From an optimization exercise on the open Yosys and OpenROAD flow, aimed at small area; shortcuts taken in it are not production practice.
In this exercise RTL edits were held to simulation tests only and were not proved equivalent to the original.
Power is estimated from default activity; no workload was simulated.

==> flow/design.v <==
module n8_busdbg (
    input  wire        clk,
    input  wire        rst,
    input  wire        tick_i,
    input  wire [15:0] cpu_addr,
    input  wire        cpu_rw,       
    input  wire        cpu_sync,
    input  wire [7:0]  cpu_wdata,
    input  wire [15:0] cpu_pc,       
    output reg  [7:0]  cpu_rdata,
    output reg         cpu_irq,
    output reg  [15:0] ram_addr,
    output reg         ram_we,
    output reg  [7:0]  ram_wdata,
    input  wire [7:0]  ram_rdata,
    input  wire        tty_in_valid,
    input  wire [7:0]  tty_in_data,
    output reg         tty_out_valid,
    output wire [7:0]  tty_out_data,
    input  wire        host_valid,
    input  wire [7:0]  host_op,
    input  wire [15:0] host_addr,
    input  wire [7:0]  host_wdata,
    output reg         host_resp_valid,
    output reg  [1:0]  host_resp_status,
    output reg  [31:0] host_resp_data
);
    localparam OP_GET_TICKS       = 8'h06;
    localparam OP_ANCHOR_REALIGN  = 8'h07;
    localparam OP_GET_ANCHOR      = 8'h08;
    localparam OP_SET_BP          = 8'h10;
    localparam OP_CLR_BP          = 8'h11;
    localparam OP_SET_WP          = 8'h12;
    localparam OP_CLR_WP          = 8'h13;
    localparam OP_ENABLE_BP       = 8'h14;
    localparam OP_ENABLE_WP       = 8'h15;
    localparam OP_GET_BP_HIT      = 8'h16;
    localparam OP_GET_BP_HIT_ADDR = 8'h17;
    localparam OP_CLR_BP_HIT      = 8'h18;
    localparam OP_GET_WP_HIT      = 8'h19;
    localparam OP_GET_WP_HIT_ADDR = 8'h1A;
    localparam OP_GET_WP_HIT_TYPE = 8'h1B;
    localparam OP_CLR_WP_HIT      = 8'h1C;
    localparam OP_INSERT_Z        = 8'h1D;
    localparam OP_REMOVE_Z        = 8'h1E;
    localparam OP_MEM_READ        = 8'h20;
    localparam OP_MEM_WRITE       = 8'h21;
    localparam OP_FB_READ         = 8'h24;
    localparam OP_FB_WRITE        = 8'h25;
    localparam OP_TTY_INJECT      = 8'h30;
    localparam OP_TTY_RESET       = 8'h31;
    localparam OP_TTY_COUNT       = 8'h32;
    localparam ST_OK          = 2'd0;
    localparam ST_UNSUPPORTED = 2'd1;
    localparam ST_REFUSED     = 2'd2;
    localparam ST_FULL        = 2'd3;
    localparam RS_ZERO   = 4'd0;
    localparam RS_TICKS  = 4'd1;
    localparam RS_ANCHOR = 4'd2;
    localparam RS_BPH    = 4'd3;
    localparam RS_BPA    = 4'd4;
    localparam RS_WPH    = 4'd5;
    localparam RS_WPA    = 4'd6;
    localparam RS_WPT    = 4'd7;
    localparam RS_BYTE   = 4'd8;
    localparam RS_QCOUNT = 4'd9;
    localparam NBP    = 8;    
    localparam NWP    = 8;    
    localparam QDEPTH = 16;   
    integer i;
    reg  [7:0]  fb [0:255];              
    reg  [7:0]  q_mem [0:QDEPTH-1];      
    reg  [3:0]  q_rd;
    reg  [3:0]  q_wr;
    reg  [4:0]  q_count;
    reg  [7:0]  irq_cell;                
    reg  [NBP-1:0] bp_valid;
    reg  [15:0]    bp_addr [0:NBP-1];
    reg  [NWP-1:0] wp_rd;
    reg  [NWP-1:0] wp_wr;
    reg  [15:0]    wp_addr [0:NWP-1];
    reg         bp_enable, wp_enable;
    reg         bp_hit, wp_hit;
    reg  [15:0] bp_hit_addr, wp_hit_addr;
    reg         wp_type_hit;             
    reg         wp_type_rd;              
    reg  [31:0] tick_count;
    reg  [15:0] anchor;
    reg         anchor_armed;
    reg  [7:0]  byte_q;                  
    reg  [3:0]  resp_sel;
    wire        tick    = tick_i;
    wire        hop     = host_valid & ~tick_i;
    always @(*) begin
        if (tick) begin
            ram_addr  = cpu_addr;
            ram_we    = ~cpu_rw;
            ram_wdata = cpu_wdata;
        end else begin
            ram_addr  = host_addr;
            ram_we    = hop & (host_op == OP_MEM_WRITE);
            ram_wdata = host_wdata;
        end
    end
    wire [15:0] a       = ram_addr;
    wire        a_cell  = (a == 16'h00FF);
    wire        is_fb   = (cpu_addr[15:8] == 8'hC0);
    wire        is_tty  = (cpu_addr[15:4] == 12'hC10);
    wire [3:0]  tty_reg = cpu_addr[3:0];
    wire        q_full      = q_count[4];
    wire        q_empty     = (q_count == 5'd0);
    wire        pump_push   = tick & tty_in_valid & ~q_full;
    wire        q_ne_pumped = ~q_empty | (tick & tty_in_valid);
    wire [7:0]  q_front     = q_empty ? tty_in_data : q_mem[q_rd];
    wire        tty_pop     = tick & is_tty & cpu_rw & (tty_reg == 4'd3) & q_ne_pumped;
    reg  [NBP-1:0] bp_eq;
    reg  [NWP-1:0] wp_eq;
    always @(*) begin
        for (i = 0; i < NBP; i = i + 1) bp_eq[i] = (bp_addr[i] == a);
        for (i = 0; i < NWP; i = i + 1) wp_eq[i] = (wp_addr[i] == a);
    end
    wire [NBP-1:0] bp_hit_vec = bp_valid & bp_eq;
    wire [NWP-1:0] wp_hit_vec = (wp_rd | wp_wr) & wp_eq;
    wire           bp_found   = |bp_hit_vec;
    wire           wp_found   = |wp_hit_vec;
    wire           wpw_match  = |(wp_wr & wp_eq);
    wire           wpr_match  = |(wp_rd & wp_eq);
    wire bp_fire  = tick & bp_enable & cpu_sync & bp_found;
    wire wpw_fire = tick & wp_enable & ~cpu_rw & wpw_match;
    wire wpr_fire = tick & wp_enable & cpu_rw & ~cpu_sync & wpr_match;
    reg  [NBP-1:0] bp_free_oh;
    reg  [NWP-1:0] wp_free_oh;
    reg            bp_seen, wp_seen;
    always @(*) begin
        bp_seen = 1'b0;
        wp_seen = 1'b0;
        for (i = 0; i < NBP; i = i + 1) begin
            bp_free_oh[i] = ~bp_valid[i] & ~bp_seen;
            bp_seen       = bp_seen | ~bp_valid[i];
        end
        for (i = 0; i < NWP; i = i + 1) begin
            wp_free_oh[i] = ~wp_rd[i] & ~wp_wr[i] & ~wp_seen;
            wp_seen       = wp_seen | (~wp_rd[i] & ~wp_wr[i]);
        end
    end
    wire bp_free_found = ~&bp_valid;
    wire wp_free_found = ~&(wp_rd | wp_wr);
    wire        z_op      = (host_op == OP_INSERT_Z) | (host_op == OP_REMOVE_Z);
    wire        z_bp      = z_op & (host_wdata == 8'd0 || host_wdata == 8'd1);
    wire        z_wp      = z_op & (host_wdata == 8'd2 || host_wdata == 8'd3 || host_wdata == 8'd4);
    wire        do_set_bp = hop & ((host_op == OP_SET_BP) | (z_bp & (host_op == OP_INSERT_Z)));
    wire        do_clr_bp = hop & ((host_op == OP_CLR_BP) | (z_bp & (host_op == OP_REMOVE_Z)));
    wire        wp_type_ok = (host_wdata == 8'd2) | (host_wdata == 8'd3) | (host_wdata == 8'd4);
    wire        do_set_wp = hop & wp_type_ok & ((host_op == OP_SET_WP) | (host_op == OP_INSERT_Z));
    wire        do_clr_wp = hop & wp_type_ok & ((host_op == OP_CLR_WP) | (host_op == OP_REMOVE_Z));
    wire        wtype_w   = (host_wdata == 8'd2) | (host_wdata == 8'd4);
    wire        wtype_r   = (host_wdata == 8'd3) | (host_wdata == 8'd4);
    wire        inject_push = hop & (host_op == OP_TTY_INJECT) & ~q_full;
    wire        tty_flush   = hop & (host_op == OP_TTY_RESET);
    wire       fb_we = tick ? (~cpu_rw & is_fb) : (hop & (host_op == OP_FB_WRITE));
    wire [7:0] fb_rd = fb[a[7:0]];
    always @(posedge clk) begin
        if (fb_we) fb[a[7:0]] <= ram_wdata;
    end
    always @(*) begin
        cpu_rdata = ram_rdata;
        if (is_fb) begin
            cpu_rdata = fb_rd;
        end else if (is_tty) begin
            case (tty_reg)
                4'd1:    cpu_rdata = 8'hFF;
                4'd2:    cpu_rdata = {7'd0, q_ne_pumped};
                4'd3:    cpu_rdata = q_ne_pumped ? q_front : 8'h00;
                default: cpu_rdata = 8'h00;
            endcase
        end else if (a_cell) begin
            cpu_rdata = {6'd0, q_ne_pumped, 1'b0};
        end
    end
    wire       q_push      = pump_push | inject_push;
    wire [7:0] q_push_data = tick ? tty_in_data : host_wdata;
    wire [4:0] q_count_nx  = q_count + (q_push ? 5'd1 : 5'd0) - (tty_pop ? 5'd1 : 5'd0);
    wire       q_ne_after  = (q_count_nx != 5'd0);
    always @(posedge clk) begin
        if (q_push) q_mem[q_wr] <= q_push_data;
    end
    always @(posedge clk) begin
        if (rst || tty_flush) begin
            q_rd    <= 4'd0;
            q_wr    <= 4'd0;
            q_count <= 5'd0;
        end else begin
            if (q_push)  q_wr <= q_wr + 4'd1;
            if (tty_pop) q_rd <= q_rd + 4'd1;
            q_count <= q_count_nx;
        end
    end
    always @(posedge clk) begin
        if (rst) begin
            irq_cell      <= 8'h00;
            cpu_irq       <= 1'b0;
            tty_out_valid <= 1'b0;
        end else begin
            tty_out_valid <= tick & ~cpu_rw & is_tty & (tty_reg == 4'd1);
            if (tick) begin
                cpu_irq <= q_ne_pumped;
                if (~cpu_rw & a_cell)
                    irq_cell <= cpu_wdata;
                else if (is_tty)
                    irq_cell <= {6'd0, q_ne_after, 1'b0};
                else
                    irq_cell <= {6'd0, q_ne_pumped, 1'b0};
            end else if (hop) begin
                if (host_op == OP_MEM_WRITE && a_cell)
                    irq_cell <= host_wdata;
                else if (inject_push)
                    irq_cell <= irq_cell | 8'h02;
                else if (tty_flush)
                    irq_cell <= irq_cell & 8'hFD;
            end
        end
    end
    wire bp_alloc = do_set_bp & ~bp_found;
    wire wp_alloc = do_set_wp & ~wp_found;
    always @(posedge clk) begin
        for (i = 0; i < NBP; i = i + 1)
            if (bp_alloc & bp_free_oh[i]) bp_addr[i] <= a;
        for (i = 0; i < NWP; i = i + 1)
            if (wp_alloc & wp_free_oh[i]) wp_addr[i] <= a;
    end
    always @(posedge clk) begin
        if (rst) begin
            bp_valid <= {NBP{1'b0}};
            wp_rd    <= {NWP{1'b0}};
            wp_wr    <= {NWP{1'b0}};
        end else begin
            for (i = 0; i < NBP; i = i + 1) begin
                if (bp_alloc & bp_free_oh[i]) bp_valid[i] <= 1'b1;
                if (do_clr_bp & bp_hit_vec[i]) bp_valid[i] <= 1'b0;
            end
            for (i = 0; i < NWP; i = i + 1) begin
                if ((do_set_wp & wp_hit_vec[i]) | (wp_alloc & wp_free_oh[i])) begin
                    if (wtype_w) wp_wr[i] <= 1'b1;
                    if (wtype_r) wp_rd[i] <= 1'b1;
                end
                if (do_clr_wp & wp_hit_vec[i]) begin
                    if (wtype_w) wp_wr[i] <= 1'b0;
                    if (wtype_r) wp_rd[i] <= 1'b0;
                end
            end
        end
    end
    wire armed_now = anchor_armed | cpu_sync;
    always @(posedge clk) begin
        if (rst) begin
            bp_enable    <= 1'b0;
            wp_enable    <= 1'b0;
            bp_hit       <= 1'b0;
            wp_hit       <= 1'b0;
            bp_hit_addr  <= 16'h0000;
            wp_hit_addr  <= 16'h0000;
            wp_type_hit  <= 1'b0;
            wp_type_rd   <= 1'b0;
            tick_count   <= 32'd0;
            anchor       <= 16'h0000;
            anchor_armed <= 1'b1;
        end else if (tick) begin
            tick_count <= tick_count + 32'd1;
            if (bp_fire) begin
                bp_hit      <= 1'b1;
                bp_hit_addr <= cpu_addr;
            end
            if (wpw_fire | wpr_fire) begin
                wp_hit      <= 1'b1;
                wp_hit_addr <= cpu_addr;
                wp_type_hit <= 1'b1;
                wp_type_rd  <= ~wpw_fire;
            end
            if (armed_now && cpu_addr == cpu_pc) begin
                anchor       <= cpu_addr;
                anchor_armed <= 1'b0;
            end else begin
                anchor_armed <= armed_now;
            end
        end else if (hop) begin
            case (host_op)
                OP_ENABLE_BP:      bp_enable    <= host_wdata[0];
                OP_ENABLE_WP:      wp_enable    <= host_wdata[0];
                OP_CLR_BP_HIT:     bp_hit       <= 1'b0;
                OP_CLR_WP_HIT:     wp_hit       <= 1'b0;
                OP_ANCHOR_REALIGN: anchor_armed <= 1'b1;
                default: ;
            endcase
        end
    end
    always @(posedge clk) begin
        if (tick)
            byte_q <= cpu_wdata;
        else if (host_op[2])
            byte_q <= fb_rd;                                    
        else
            byte_q <= a_cell ? irq_cell : ram_rdata;            
    end
    assign tty_out_data = byte_q;
    reg [1:0] st_nx;
    reg [3:0] sel_nx;
    always @(*) begin
        st_nx  = ST_OK;
        sel_nx = RS_ZERO;
        case (host_op)
            OP_GET_TICKS:       sel_nx = RS_TICKS;
            OP_ANCHOR_REALIGN:  ;
            OP_GET_ANCHOR:      sel_nx = RS_ANCHOR;
            OP_SET_BP:
                if (!bp_found && !bp_free_found) st_nx = ST_FULL;
            OP_CLR_BP:          ;
            OP_SET_WP, OP_CLR_WP:
                if (!wp_type_ok) st_nx = ST_UNSUPPORTED;
                else if (host_op == OP_SET_WP && !wp_found && !wp_free_found)
                    st_nx = ST_FULL;
            OP_INSERT_Z, OP_REMOVE_Z:
                if (!z_bp && !z_wp) st_nx = ST_UNSUPPORTED;
                else if (host_op == OP_INSERT_Z && z_bp && !bp_found && !bp_free_found)
                    st_nx = ST_FULL;
                else if (host_op == OP_INSERT_Z && z_wp && !wp_found && !wp_free_found)
                    st_nx = ST_FULL;
            OP_ENABLE_BP, OP_ENABLE_WP: ;
            OP_GET_BP_HIT:      sel_nx = RS_BPH;
            OP_GET_BP_HIT_ADDR: sel_nx = RS_BPA;
            OP_CLR_BP_HIT:      ;
            OP_GET_WP_HIT:      sel_nx = RS_WPH;
            OP_GET_WP_HIT_ADDR: sel_nx = RS_WPA;
            OP_GET_WP_HIT_TYPE: sel_nx = RS_WPT;
            OP_CLR_WP_HIT:      ;
            OP_MEM_READ:        sel_nx = RS_BYTE;
            OP_MEM_WRITE:       ;
            OP_FB_READ:         sel_nx = RS_BYTE;
            OP_FB_WRITE:        ;
            OP_TTY_INJECT:
                if (q_full) st_nx = ST_FULL;
            OP_TTY_RESET:       ;
            OP_TTY_COUNT:       sel_nx = RS_QCOUNT;
            default:            st_nx = ST_REFUSED;
        endcase
    end
    always @(posedge clk) begin
        if (rst) host_resp_valid <= 1'b0;
        else     host_resp_valid <= hop;
        host_resp_status <= st_nx;
        resp_sel         <= sel_nx;
    end
    always @(*) begin
        case (resp_sel)
            RS_TICKS:  host_resp_data = tick_count;
            RS_ANCHOR: host_resp_data = {16'd0, anchor};
            RS_BPH:    host_resp_data = {31'd0, bp_hit};
            RS_BPA:    host_resp_data = {16'd0, bp_hit_addr};
            RS_WPH:    host_resp_data = {31'd0, wp_hit};
            RS_WPA:    host_resp_data = {16'd0, wp_hit_addr};
            RS_WPT:    host_resp_data = {30'd0, wp_type_hit, wp_type_rd};
            RS_BYTE:   host_resp_data = {24'd0, byte_q};
            RS_QCOUNT: host_resp_data = {27'd0, q_count};
            default:   host_resp_data = 32'd0;
        endcase
    end
endmodule
==> flow/run.sh <==
#!/bin/bash
# synth_recipe.tcl (not shown) runs the flow's synth.tcl, then flattens the netlist and writes it again
# the make line also repeats each setting of config.mk as NAME=value (left out here)
make -C /OpenROAD-flow-scripts/flow DESIGN_CONFIG=/design/flow/config.mk WORK_HOME=/design/flow/orfs CLKGATE_MAP_FILE= SYNTH_SCRIPT=/design/flow/synth_recipe.tcl finish
==> flow/config.mk <==
export PLATFORM = sky130hd
export DESIGN_NAME = n8_busdbg
export DESIGN_NICKNAME = n8_busdbg
export VERILOG_FILES = /design/flow/design.v
export SDC_FILE = /design/flow/constraint.sdc
export NUM_CORES = 4
export LEC_CHECK = 0
export CAP_MARGIN = 20
export CORE_MARGIN = 2
export CORE_UTILIZATION = 40
export PLACE_DENSITY = 0.6
export SLEW_MARGIN = 20
==> flow/constraint.sdc <==
create_clock -name core_clock -period 10.0 [get_ports {clk}]
set_input_delay 2.0000 -clock core_clock [delete_from_list [all_inputs] [get_ports {clk}]]
set_output_delay 2.0000 -clock core_clock [all_outputs]
set_load 0.01 [all_outputs]
==> flow_summary.yaml, run 1 <==
power:
  internal-power_w: 0.0184
  p_switching_w: 0.00562
  combPwrFrac_pct: 8.3
  pwr-share-clk_pct: 41.9
  p_sw_share_pct: 23.4
  ir_worst_vdd_mv: 0.178
  power_density_nw_per_um2: 199
  power_frac_seq_pct: 49.8
  p_leak_nw: 38.2
detailed_routing:
  drtIter0Drc: 9403
  vias: 65445
  drt_first_pass_iters: 9
  drtAntennaViolNets: 0
  vias_per_cell: 5.94
  drc_errors: 0
  wl_per_cell_um: 30.4
  totalWireLength_um: 335000
die:
  start_util_pct: 40.1
  rows: 188
  ios: 173
  core_area_um2: 262000
  die_w_um: 516
  die_h_um: 516
  die_area_um2: 266000
synth:
  yosys.area_share.xor_xnor_pct: 2.58
  synth_edf_count: 2432
  yosysTopAreaCell: "edfxtp_1"
  synthDistinctLibCells: 83
  syn_nets: 7089
  synth_seq_cells: 2585
  yosys.area_share.adder_pct: 0.162
  synth_compound_area_share_pct: 4.06
  yosys.area_share.simple_pct: 10.6
  synth.most_common_cell: "edfxtp_1"
  synthTopCellsByCount: "2,432 x edfxtp_1, 1,136 x nand2_1, 491 x nor2_1, 457 x nand3_1, 262 x mux4_2"
  async_flop_share_pct: 0
  synth_top_family_by_area: "simple AND/OR/NAND/NOR gates"
  ys_warn_count: 3
  synth_top_area_share_pct: 69.6
  netlist_area_um2: 105000
  yosysSeqAreaShare_pct: 72.5
  synth_area_leaders: "edfxtp_1 70%, mux4_2 5.6%, nand2_1 4.1%, dfxtp_1 2.9%, nand3_1 2.2%"
  synthFlopType: "edfxtp_1"
  syn-instance-count: 6981
  post_synth.cell_area_avg_um2: 15.0
  synth.mux.area_fraction_pct: 7.95
worst_setup_path:
  cp_slowest_cell: "nor3_1"
  crit_chain: "buf_4 -> mux2i_4 -> inv_16 -> buf_4 -> buf_4 -> mux4_2 -> a22oi_1 -> o2111ai_1 -> nand3_1 -> nand4_1 -> nor3_1 -> buf_4 -> a21oi_1 -> clkdlybuf4s50_1"
  crit_fanout: 85
  start_kind: "input pin"
  slowest_delay_ns: 0.89
  worstSetupEndpointType: "primary output"
  crit_top_cell: "buf_4"
  worstPathRequired_ns: 8.00
  crit_arrival_ns: 7.74
  path_class: "input pin to primary output"
sta:
  hold_viol_final: 0
  fin_crit_sh_pct: 97.4
  fin_tns_setup_ns: 0
  hold_ws_ns: 0.485
  fmax_ghz: 0.103
  worst_slack_ns: 0.256
  drv_slew: 0
  rsz0062_at_grt: "false"
  slew_headroom_pct: 15.1
  fin_crit_ns: 9.74
  setup_viol_count_final: 0
  tightest_slew_ns: 1.27
  fin_skew_ns: 0.0415
layout:
  fillers: 22709
  fin_cells: 11025
  fin_nets: 7413
  drive_above_1_share_pct: 13.9
  syn_to_final_growth_pct: 15.0
  seq_area_um2: 76100
  multi_input_area_um2: 27100
global_route:
  use_met1_pct: 33.9
  grt_use_met2_pct: 38.0
  grt_pass1_wl_um: 473000
  grt_pass1_vias: 62859
  grtUsageTotal_pct: 24.8
  grt_max_degree: 166
  busiest_layer: "met2"
  overflow: 0
  antenna_found_initial: 15
  gr-usage-met3_pct: 6.06
run:
  maxCapViolCount: 0
placement:
  io_buffers: 172
  dpl.hpwl_um: 213000
  globalplace.congestion: 0.934
  dp_cells: 10526
  dp_slack_ns: 0.359
cts:
  cts_tree: "yes"
  post_cts_buffers: 0
  worstSkewPairLatency_ns: 0.92
  cts.path.max_buffers: 4
  cts_resized: 0
  path_clk_slew_ns: 0.05
  hold_buffers: 0
  htreeDepth: 5
  cts_buffers: 291
  cts_root_buffer: "clkbuf_16"
  clock-sinks: 2585
run_status:
  status: "finished clean"
min_path:
  hold_class: "register to register"
-- cell families (layout without fill, tap and decap cells) --
group           count (synthesis)  count (layout)
xor+xnor                      308             308
fa+ha+maj                      13              13
mux                           489             489
simple gates                 2512            2512
flops                        2585            2585
buf+inv                       464             983
other cells                     0              10
compound gates                610             610
-- sequential cells by signal (all words and copies together) (netlist names), 2 cells and up, named ones only --
| signal | flops |
|---|---|
| byte_q | 8 |
| wp_hit_addr | 16 |
| anchor | 16 |
| resp_sel | 4 |
| host_resp_status | 2 |
| wp_wr | 2 |
| q_wr | 4 |
| fb | 2048 |
| bp_valid | 8 |
| wp_addr | 128 |
| irq_cell | 8 |
| q_count | 5 |
| q_rd | 4 |
| bp_addr | 128 |
| tick_count | 32 |
| bp_hit_addr | 16 |
| q_mem | 128 |
-- area by class of cell --
type / instances / area share (%)
diodes: 10 / 0.0207
clock buffers: 364 / 6.37
clock inverters: 124 / 0.888
inverters: 49 / 0.175
multi-input cells: 3932 / 22.5
flip-flops and latches: 2585 / 63.1
well taps: 3515 / 3.64
repair buffers: 446 / 3.40
-- worst max-delay path: cells and delay by family --
kind	cells	cell delay [ns]
muxes	2	0.83
and+or+nand+nor	3	1.28
AOI/OAI and AO/OA	3	0.97
buffers and inverters	6	2.56
-- path summary, 6_finish.rpt --
check | from | to | slack, ns | depth (start not counted)
max | tick_i | cpu_rdata[2] | 0.26 | 14
min | bp_enable | bp_enable | 0.49 | 2
max reg2reg | q_count[2] | irq_cell[1] | 6.05 | 20
min reg2reg | bp_enable | bp_enable | 0.49 | 2
-- cell usage in the layout (no fill, tap or decap), drive strengths merged, types with 133 or more instances in the layout --
cell and n:
dfxtp 153, clkbuf 365, nand2 1136, mux2i 216
buf 275, edfxtp 2432, nand3 458, clkdlybuf4s50 170
a21oi 133, xnor2 245, mux4 262, nor2 492
-- per-layer routing --
layer  vias up  wire (µm)
met5         -         77
met4        12      14500
met3       670      37100
met2      3957     152000
met1     33531     132000
li1      27275          -
-- power groups by stage --
stage	Clock, W	Combinational (W)	Sequential [W]
floorplan	0	0.00103	0.0122
global placement	0	0.00193	0.0122
detailed placement	0	0.00196	0.0122
CTS	0.0102	0.00196	0.0119
global route	0.0106	0.00206	0.0119
finish	0.0101	0.00200	0.0119
-- through the flow --
step                utilization (%)  power [W]  cell area, µm²
floorplan                         -     0.0133          105000
global placement               42.8     0.0141          112000
detailed placement             42.8     0.0141          112000
CTS                            46.1     0.0241          121000
global route                   46.1     0.0246          121000
finish                         46.1     0.0240          121000
==> run 2: changes to the inputs <==
--- a/flow/design.v
+++ b/flow/design.v
@@ -70,3 +70,2 @@
     integer i;
-    reg  [7:0]  fb [0:255];              
     reg  [7:0]  q_mem [0:QDEPTH-1];      
@@ -159,7 +158,26 @@
     wire        tty_flush   = hop & (host_op == OP_TTY_RESET);
-    wire       fb_we = tick ? (~cpu_rw & is_fb) : (hop & (host_op == OP_FB_WRITE));
-    wire [7:0] fb_rd = fb[a[7:0]];
-    always @(posedge clk) begin
-        if (fb_we) fb[a[7:0]] <= ram_wdata;
-    end
+    wire         fb_we = tick ? (~cpu_rw & is_fb) : (hop & (host_op == OP_FB_WRITE));
+    wire [255:0] fb_sel;
+    wire [255:0] fb_wen;
+    wire [2047:0] fb_flat;
+    wire [7:0]   fb_rd;
+    wire [15:0] fb_lo_n = ~(16'd1 << a[3:0]);
+    wire [15:0] fb_hi_n = ~(16'd1 << a[7:4]);
+    wire [15:0] fb_hw_n = fb_hi_n | {16{~fb_we}};
+    n8_busdbg_nor256 u_fb_dec  (.hn(fb_hi_n), .ln(fb_lo_n), .sel(fb_sel));
+    n8_busdbg_nor256 u_fb_wdec (.hn(fb_hw_n), .ln(fb_lo_n), .sel(fb_wen));
+    wire [63:0] fb_wd;
+    genvar gk;
+    generate
+        for (gk = 0; gk < 8; gk = gk + 1) begin : wdc
+            n8_busdbg_mux2x8 u_wd (.s(tick), .a(cpu_wdata), .b(host_wdata), .y(fb_wd[8*gk +: 8]));
+        end
+        for (gk = 0; gk < 256; gk = gk + 1) begin : fbk
+            reg [7:0] r;                     
+            assign fb_flat[8*gk +: 8] = r;
+            always @(posedge clk)
+                if (fb_wen[gk]) r <= fb_wd[8*(gk / 32) +: 8];
+        end
+    endgenerate
+    n8_busdbg_rmux256 u_fb_rmux (.sel(fb_sel), .d(fb_flat), .y(fb_rd));
     always @(*) begin
@@ -366 +384,48 @@
 endmodule
+module n8_busdbg_nor256 (
+    input  wire [15:0]  hn,
+    input  wire [15:0]  ln,
+    output wire [255:0] sel
+);
+    genvar k;
+    generate
+        for (k = 0; k < 256; k = k + 1) begin : s
+            assign sel[k] = ~(hn[k / 16] | ln[k % 16]);
+        end
+    endgenerate
+endmodule
+module n8_busdbg_rmux256 (
+    input  wire [255:0]  sel,
+    input  wire [2047:0] d,
+    output wire [7:0]    y
+);
+    genvar b, g;
+    generate
+        for (b = 0; b < 8; b = b + 1) begin : bit_
+            wire [85:0] t;                   
+            for (g = 0; g < 85; g = g + 1) begin : grp
+                n8_busdbg_aoi222 u (
+                    .a1(sel[3*g]),   .a2(d[8*(3*g)   + b]),
+                    .b1(sel[3*g+1]), .b2(d[8*(3*g+1) + b]),
+                    .c1(sel[3*g+2]), .c2(d[8*(3*g+2) + b]),
+                    .y(t[g]));
+            end
+            assign t[85] = ~(sel[255] & d[8*255 + b]);
+            assign y[b] = ~&t;
+        end
+    endgenerate
+endmodule
+module n8_busdbg_aoi222 (
+    input  wire a1, a2, b1, b2, c1, c2,
+    output wire y
+);
+    assign y = ~((a1 & a2) | (b1 & b2) | (c1 & c2));
+endmodule
+module n8_busdbg_mux2x8 (
+    input  wire       s,
+    input  wire [7:0] a,
+    input  wire [7:0] b,
+    output wire [7:0] y
+);
+    assign y = s ? a : b;
+endmodule
==> flow/flow/run.sh (new file) <==
#!/bin/bash
set -euo pipefail
cat >> config.mk <<'EOC'
export BUFFER_PORTS_ARGS = -buffer_cell sky130_fd_sc_hd__buf_1
export CTS_ARGS = -sink_clustering_enable -repair_clock_nets -sink_clustering_size 30 -sink_clustering_max_diameter 60 -buf_list sky130_fd_sc_hd__clkbuf_16 -dont_use_dummy_load
EOC
bash standard.sh synth > synth_make.log 2>&1
bash standard.sh finish > layout_make.log 2>&1
==> flow/standard.sh (new file) <==
#!/bin/bash
# synth_recipe.tcl (not shown) runs the flow's synth.tcl, then flattens the netlist and writes it again
# the make line also repeats each setting of config.mk as NAME=value (left out here)
make -C /OpenROAD-flow-scripts/flow DESIGN_CONFIG=/design/flow/config.mk WORK_HOME=/design/flow/orfs CLKGATE_MAP_FILE= SYNTH_SCRIPT=/design/flow/synth_recipe.tcl "${@:-finish}"
--- a/flow/config.mk
+++ b/flow/config.mk
@@ -9,4 +9,8 @@
 export CORE_MARGIN = 2
-export CORE_UTILIZATION = 40
-export PLACE_DENSITY = 0.6
+export CORE_UTILIZATION = 58
+export PLACE_DENSITY = 0.72
+export SETUP_SLACK_MARGIN = 0.2
 export SLEW_MARGIN = 20
+export SYNTH_HIERARCHICAL = 1
+export BUFFER_PORTS_ARGS = -buffer_cell sky130_fd_sc_hd__buf_1
+export CTS_ARGS = -sink_clustering_enable -repair_clock_nets -sink_clustering_size 30 -sink_clustering_max_diameter 60 -buf_list sky130_fd_sc_hd__clkbuf_16 -dont_use_dummy_load
removed: flow/run.sh
==> flow_summary.yaml, run 2 <==
run_status:
  status: "finished clean"
detailed_routing:
  drtAntennaViolNets: 0
  drc_errors: 0
  vias: 58644
  totalWireLength_um: 264000
  drt_first_pass_iters: 11
  drtIter0Drc: 11753
  vias_per_cell: 7.17
  wl_per_cell_um: 32.2
cts:
  cts.path.max_buffers: 3
  htreeDepth: 4
  cts_tree: "yes"
  cts_root_buffer: "clkbuf_16"
  path_clk_slew_ns: 0.07
  hold_buffers: 0
  worstSkewPairLatency_ns: 0.79
  clock-sinks: 2585
  cts_buffers: 143
die:
  die_area_um2: 174000
  core_area_um2: 169000
  rows: 151
  die_h_um: 417
  start_util_pct: 58.5
  ios: 173
  die_w_um: 417
worst_setup_path:
  crit_buf_inv: 3
  slowest_delay_ns: 0.82
  crit_fanout: 20
  crit_chain: "clkbuf_4 -> mux2i_4 -> nor2_1 -> nand2_2 -> buf_4 -> nor2_1 -> a222oi_1 -> nand4_1 -> or4_1 -> nor4_1 -> nand4_1 -> nor2_1 -> a21oi_1 -> buf_1"
  start_kind: "input pin"
  crit_arrival_ns: 7.88
  path_class: "input pin to primary output"
  cp_slowest_cell: "nor4_1"
  crit_top_cell: "nor2_1"
  worstPathRequired_ns: 8.00
  cp_top_family: "simple AND/OR/NAND/NOR gates"
  worstSetupEndpointType: "primary output"
power:
  internal-power_w: 0.0147
  p_sw_share_pct: 21.2
  power_density_nw_per_um2: 176
  p_leak_nw: 31.8
  ir_worst_vdd_mv: 0.188
  power_frac_seq_pct: 63.9
  combPwrFrac_pct: 5.6
  pwr-share-clk_pct: 30.5
  p_switching_w: 0.00396
synth:
  synthFlopType: "edfxtp_1"
  ys_warn_count: 9
  synth.most_common_cell: "edfxtp_1"
  synth_edf_count: 2432
  post_synth.cell_area_avg_um2: 17.4
  synth_area_leaders: "edfxtp_1 74%, a222oi_1 7.0%, dfxtp_1 3.1%, nor2_1 2.5%, xnor2_1 2.1%"
  async_flop_share_pct: 0
  syn_nets: 5806
  synthDistinctLibCells: 78
  synthTopCellsByCount: "2,432 x edfxtp_1, 694 x a222oi_1, 657 x nor2_1, 238 x xnor2_1, 202 x nand4_1"
  yosysSeqAreaShare_pct: 76.8
  synth_top_area_share_pct: 73.7
  synth_seq_cells: 2585
  syn-instance-count: 5698
  yosysTopAreaCell: "edfxtp_1"
  netlist_area_um2: 99100
global_route:
  grt_max_degree: 72
  grt_pass1_wl_um: 377000
  antenna_found_initial: 10
  grtUsageTotal_pct: 29.7
  grt_pass1_vias: 55365
  overflow: 0
placement:
  dpl.hpwl_um: 170000
  place_area_um2: 102000
  dp_slack_ns: 0.182
  dp_cells: 8035
  io_buffers: 172
  globalplace.congestion: 0.944
layout:
  syn_to_final_growth_pct: 6.80
  fin_nets: 6072
  fin_cells: 8184
  final_cell_mix: "2,432 x edfxtp_1, 694 x a222oi_1, 657 x nor2_1"
  drive_above_1_share_pct: 9.34
  final_common_cell: "edfxtp_1"
  design_area_um2: 106000
  largest_reg_flops: 2048
sta:
  hold_viol_final: 0
  fin_tns_setup_ns: 0
  tightest_slew_ns: 1.17
  fin_crit_sh_pct: 98.8
  setup_viol_count_final: 0
  hold_ws_ns: 0.469
  rsz0062_at_grt: "false"
  fin_crit_ns: 9.88
  drv_slew: 0
  fin_skew_ns: 0.0579
  slew_headroom_pct: 21.8
  worst_slack_ns: 0.120
  fmax_ghz: 0.101
run:
  maxCapViolCount: 0
min_path:
  hold_class: "register to register"
[run 2: cell count changes in the layout (fill, tap and decap cells not counted), sizes merged, moves of 81 or more]
cell           previous run  this run
buf                     275       358
clkinv                   95         0
clkbuf                  365       145
nand4                   128       209
nand2                  1136       157
nor2                    492       688
mux2i                   216        81
a222oi                   20       694
mux4                    262        40
nand3                   458        56
clkdlybuf4s50           170         0
a31oi                    93         2
[run 2: worst paths after layout]
kind | start | endpoint | slack (ns) | cells after the start
min | wp_hit_addr[8] | wp_hit_addr[8] | 0.47 | 2
min reg2reg | wp_hit_addr[8] | wp_hit_addr[8] | 0.47 | 2
max | tick_i | cpu_rdata[1] | 0.12 | 14
max reg2reg | q_count[3] | irq_cell[1] | 6.00 | 20
[run 2: layout make-up]
class	count	area, µm²
antenna	4	10.0
clock buffer	143	3580
fill	11702	63700
inverter	60	225
multi-input combinational	2814	21000
sequential	2585	76100
tap	2218	2780
timing repair buffer	360	2090
[run 2: worst min-delay path: stages (launching register included)]
cell,delay (ns)
dfxtp_1,0.31
nand3_1,0.06
a21oi_1,0.05
[run 2: repair_timing]
item                                    in CTS  in global routing
pin swaps                                    0                  1
setup buffers                                0                  2
endpoints found under the setup margin       1                  4
resized for setup                            1                  3
[run 2: stage by stage]
step	util (%)	power (W)
floorplan	-	0.0127
global placement	60.3	0.0132
detailed placement	60.3	0.0132
CTS	62.4	0.0187
global route	62.4	0.0191
finish	62.4	0.0187
[run 2: layer usage]
layer / part of all wire (%) / routed length (µm) / GRT usage [%] / vias to the layer above
met5: 0.027 / 72 / 0 / -
met1: 37 / 98000 / 42.1 / 29634
met4: 4.0 / 10600 / 11.0 / 12
met2: 46 / 122000 / 46.2 / 4259
li1: - / - / - / 24187
met3: 12 / 32800 / 5.86 / 552
[run 2: cells by family after synthesis]
group                    count (synthesis)  share of synthesized area [%]
AND/OR/NAND/NOR                       1392                           6.79
multiplexers                           188                           2.81
adder cells (fa/ha/maj)                 13                          0.172
flip-flops                            2585                           76.8
buffers and inverters                  299                           2.27
AO/OA/AOI/OAI                          911                           8.42
XOR/XNOR                               310                           2.74
[run 2: power groups by stage]
stage                     logic, W  registers (W)  clock network [W]
after global routing       0.00109         0.0119            0.00608
final                      0.00105         0.0119            0.00570
after CTS                  0.00103         0.0119            0.00573
after global placement     0.00101         0.0122                  0
after detailed placement   0.00103         0.0122                  0
after floorplan           0.000535         0.0122                  0
[run 2: per-module statistics from Yosys (local to each module, per instance)]
module / copies in the design / cells inside / flip-flops and latches
n8_busdbg_mux2x8: 8 / 9 / 0
n8_busdbg_rmux256: 1 / 232 / 0
n8_busdbg_nor256: 2 / 320 / 0
n8_busdbg: 1 / 4074 / 2585
n8_busdbg_aoi222: 680 / 1 / 0
==> run 3: changes to the inputs <==
==> flow/flow/run.sh (replaced) <==
#!/bin/bash
set -euo pipefail
cat >> config.mk <<'EOC'
export BUFFER_PORTS_ARGS = -buffer_cell sky130_fd_sc_hd__buf_1
export CTS_ARGS = -sink_clustering_enable -repair_clock_nets -sink_clustering_size 34 -sink_clustering_max_diameter 65 -buf_list sky130_fd_sc_hd__clkbuf_16 -dont_use_dummy_load
EOC
bash standard.sh synth > synth_make.log 2>&1
bash standard.sh finish > layout_make.log 2>&1
--- a/flow/config.mk
+++ b/flow/config.mk
@@ -15,2 +15,2 @@
 export BUFFER_PORTS_ARGS = -buffer_cell sky130_fd_sc_hd__buf_1
-export CTS_ARGS = -sink_clustering_enable -repair_clock_nets -sink_clustering_size 30 -sink_clustering_max_diameter 60 -buf_list sky130_fd_sc_hd__clkbuf_16 -dont_use_dummy_load
+export CTS_ARGS = -sink_clustering_enable -repair_clock_nets -sink_clustering_size 34 -sink_clustering_max_diameter 65 -buf_list sky130_fd_sc_hd__clkbuf_16 -dont_use_dummy_load
==> flow_summary.yaml, run 3 <==
run_status:
  status: "finished clean"
sta:
  fin_crit_sh_pct: 98.4
  hold_viol_final: 0
  slew_headroom_pct: 20.3
  setup_viol_count_final: 0
  fmax_ghz: 0.102
  drv_slew: 0
  tightest_slew_ns: 1.19
  rsz0062_at_grt: "false"
  worst_slack_ns: 0.156
  fin_tns_setup_ns: 0
  fin_crit_ns: 9.84
  fin_skew_ns: 0.102
global_route:
  grt_use_met2_pct: 45.6
  grtUsageTotal_pct: 29.6
  antenna_found_initial: 10
  gr-usage-met3_pct: 5.84
  grt_pass1_vias: 55278
  grt_pass1_wl_um: 376000
  grt_max_degree: 72
  busiest_layer: "met2"
  overflow: 0
  use_met1_pct: 42.0
synth:
  post_synth.cell_area_avg_um2: 17.4
  synthFlopType: "edfxtp_1"
  synth_area_leaders: "edfxtp_1 74%, a222oi_1 7.0%, dfxtp_1 3.1%, nor2_1 2.5%, xnor2_1 2.1%"
  syn_nets: 5806
  synth_top_area_share_pct: 73.7
  yosysSeqAreaShare_pct: 76.8
  synthTopCellsByCount: "2,432 x edfxtp_1, 694 x a222oi_1, 657 x nor2_1, 238 x xnor2_1, 202 x nand4_1"
  syn-instance-count: 5698
  synthDistinctLibCells: 78
  netlist_area_um2: 99100
  synth_edf_count: 2432
  yosysTopAreaCell: "edfxtp_1"
  synth.most_common_cell: "edfxtp_1"
  ys_warn_count: 9
  synth_seq_cells: 2585
  async_flop_share_pct: 0
power:
  ir_worst_vdd_mv: 0.208
  p_leak_nw: 31.6
  power_density_nw_per_um2: 175
placement:
  io_buffers: 172
  globalplace.congestion: 0.944
  dpl.hpwl_um: 170000
  dp_slack_ns: 0.182
layout:
  seq_area_um2: 76100
  multi_input_area_um2: 21000
  syn_to_final_growth_pct: 6.56
  fin_nets: 6062
  largest_reg_flops: 2048
  drive_above_1_share_pct: 9.21
  fillers: 11760
  final_common_cell: "edfxtp_1"
  final_cell_mix: "2,432 x edfxtp_1, 694 x a222oi_1, 657 x nor2_1"
cts:
  cts_root_buffer: "clkbuf_16"
  cts_buffers: 133
  cts.path.max_buffers: 3
  hold_buffers: 0
  htreeDepth: 4
  cts_tree: "yes"
  clock-sinks: 2585
  worstSkewPairLatency_ns: 0.83
  path_clk_slew_ns: 0.08
worst_setup_path:
  rr_worst_depth: 20
  start_kind: "input pin"
  path_class: "input pin to primary output"
  worstSetupEndpointType: "primary output"
  worstPathRequired_ns: 8.00
  crit_arrival_ns: 7.84
  crit_fanout: 20
detailed_routing:
  drc_errors: 0
  drtAntennaViolNets: 0
  vias: 58465
  totalWireLength_um: 263000
  wl_per_cell_um: 32.1
  drt_first_pass_iters: 9
  drtIter0Drc: 11214
  vias_per_cell: 7.15
die:
  start_util_pct: 58.5
  die_area_um2: 174000
  die_h_um: 417
  rows: 151
  ios: 173
  core_area_um2: 169000
  die_w_um: 417
min_path:
  holdPathStages: 2
  hold_class: "register to register"
run:
  maxCapViolCount: 0
==> run 3: final timing paths <==
| path | end | slack (ns) | startpoint |
|---|---|---|---|
| worst max-delay path | cpu_rdata[3] | 0.16 | tick_i |
| worst min register to register | wp_hit_addr[9] | 0.47 | wp_hit_addr[9] |
| worst max register to register | irq_cell[1] | 6.03 | q_count[3] |
| worst min-delay path | wp_hit_addr[9] | 0.47 | wp_hit_addr[9] |
==> run 3: final cells by class <==
type | instances | area share (%)
Sequential cell | 2585 | 72.1
Inverter | 60 | 0.213
Antenna cell | 4 | 0.00948
Clock buffer | 133 | 3.15
Timing Repair Buffer | 360 | 1.98
Tap cell | 2218 | 2.63
Multi-Input combinational cell | 2814 | 19.9
==> run 3: layer usage <==
layer | share of wire, % | vias to the layer above
met4 | 4.3 | 14
li1 | - | 24154
met5 | 0.031 | -
met3 | 12 | 574
met1 | 37 | 29560
met2 | 46 | 4163
==> run 3: modules after synthesis (local to each module, per instance) <==
module,flip-flops and latches,copies in the design,cell area (µm²),cells inside
n8_busdbg,2585,1,86300,4074
n8_busdbg_mux2x8,0,8,131,9
n8_busdbg_aoi222,0,680,10.0,1
n8_busdbg_nor256,0,2,1690,320
n8_busdbg_rmux256,0,1,1540,232
==> run 3: logic make-up after synthesis <==
| logic type | after synthesis | synth area share (%) |
|---|---|---|
| adder cells (fa/ha/maj) | 13 | 0.172 |
| buffers and inverters | 299 | 2.27 |
| flip-flops | 2585 | 76.8 |
| AND/OR/NAND/NOR | 1392 | 6.79 |
| multiplexers | 188 | 2.81 |
| XOR/XNOR | 310 | 2.74 |
| AO/OA/AOI/OAI | 911 | 8.42 |
==> run 3: where the power goes <==
group	internal, W	switching (W)
clock	0.00237	0.00311
combinational	0.000266	0.000788
sequential	0.0119	0.0000185
total	0.0145	0.00391
==> run 3: critical path, cell delays in order <==
cell and delay [ns]:
clkbuf_4 0.53, mux2i_4 0.59, nor2_1 0.25, nand2_2 0.53, buf_4 0.55, nor2_1 0.30
a222oi_1 0.38, nand4_1 0.26, or4_1 0.56, nor4_2 0.67, nand4_1 0.64, nor2_1 0.28
a21oi_1 0.09, buf_1 0.15
==> run 3: through the flow <==
step / instance area, µm² / hold WS [ns] / power (W) / instances / util [%]
4_1_cts: 106000 / 0.470 / 0.0185 / 8168 / 62.3
3_5_place_dp: 102000 / 0.460 / 0.0132 / 8035 / 60.3
6_report: 106000 / 0.473 / 0.0185 / 8174 / 62.3
5_1_grt: 106000 / 0.487 / 0.0189 / 8171 / 62.3
2_1_floorplan: 99100 / 0.440 / 0.0127 / 5698 / -
3_3_place_gp: 102000 / 0.453 / 0.0132 / 8033 / 60.3
==> run 3: timing repair <==
action	in CTS	in global routing
gates resized for setup	1	4
buffers inserted	0	2
setup endpoints to repair	1	5
pin swaps	0	1

-- what the ideal ports hide --
The flow's constraints put no driver on any port. The routed layouts listed below were extracted and timed again, unchanged, in two steps. Step 1 (the two cells are an assumption about what drives the block):
set clk [get_ports {clk}]
set_driving_cell -lib_cell sky130_fd_sc_hd__clkbuf_16 $clk
set_driving_cell -lib_cell sky130_fd_sc_hd__buf_2 [delete_from_list [all_inputs] $clk]
Step 2 moves the port delays by t, midway between the first and last clock arrival at a register: inputs arrive t later, outputs are due t later. That takes back most of the time a late clock gives input paths. Slacks: ideal ports / drivers / drivers and shift; pairs: ideal ports / drivers.
run | t (ns) | setup slack, ns | worst setup path after step 2 | worst slew at a driven data input, ns
run 1 | 1.005 | 0.256 / 0.229 / 0.229 | input to output | 0.13
run 2 | 0.864 | 0.120 / 0.093 / 0.093 | input to output | 0.09
run 3 | 0.869 | 0.156 / 0.129 / 0.129 | input to output | 0.09
After both steps setup and hold are still met in every run listed.
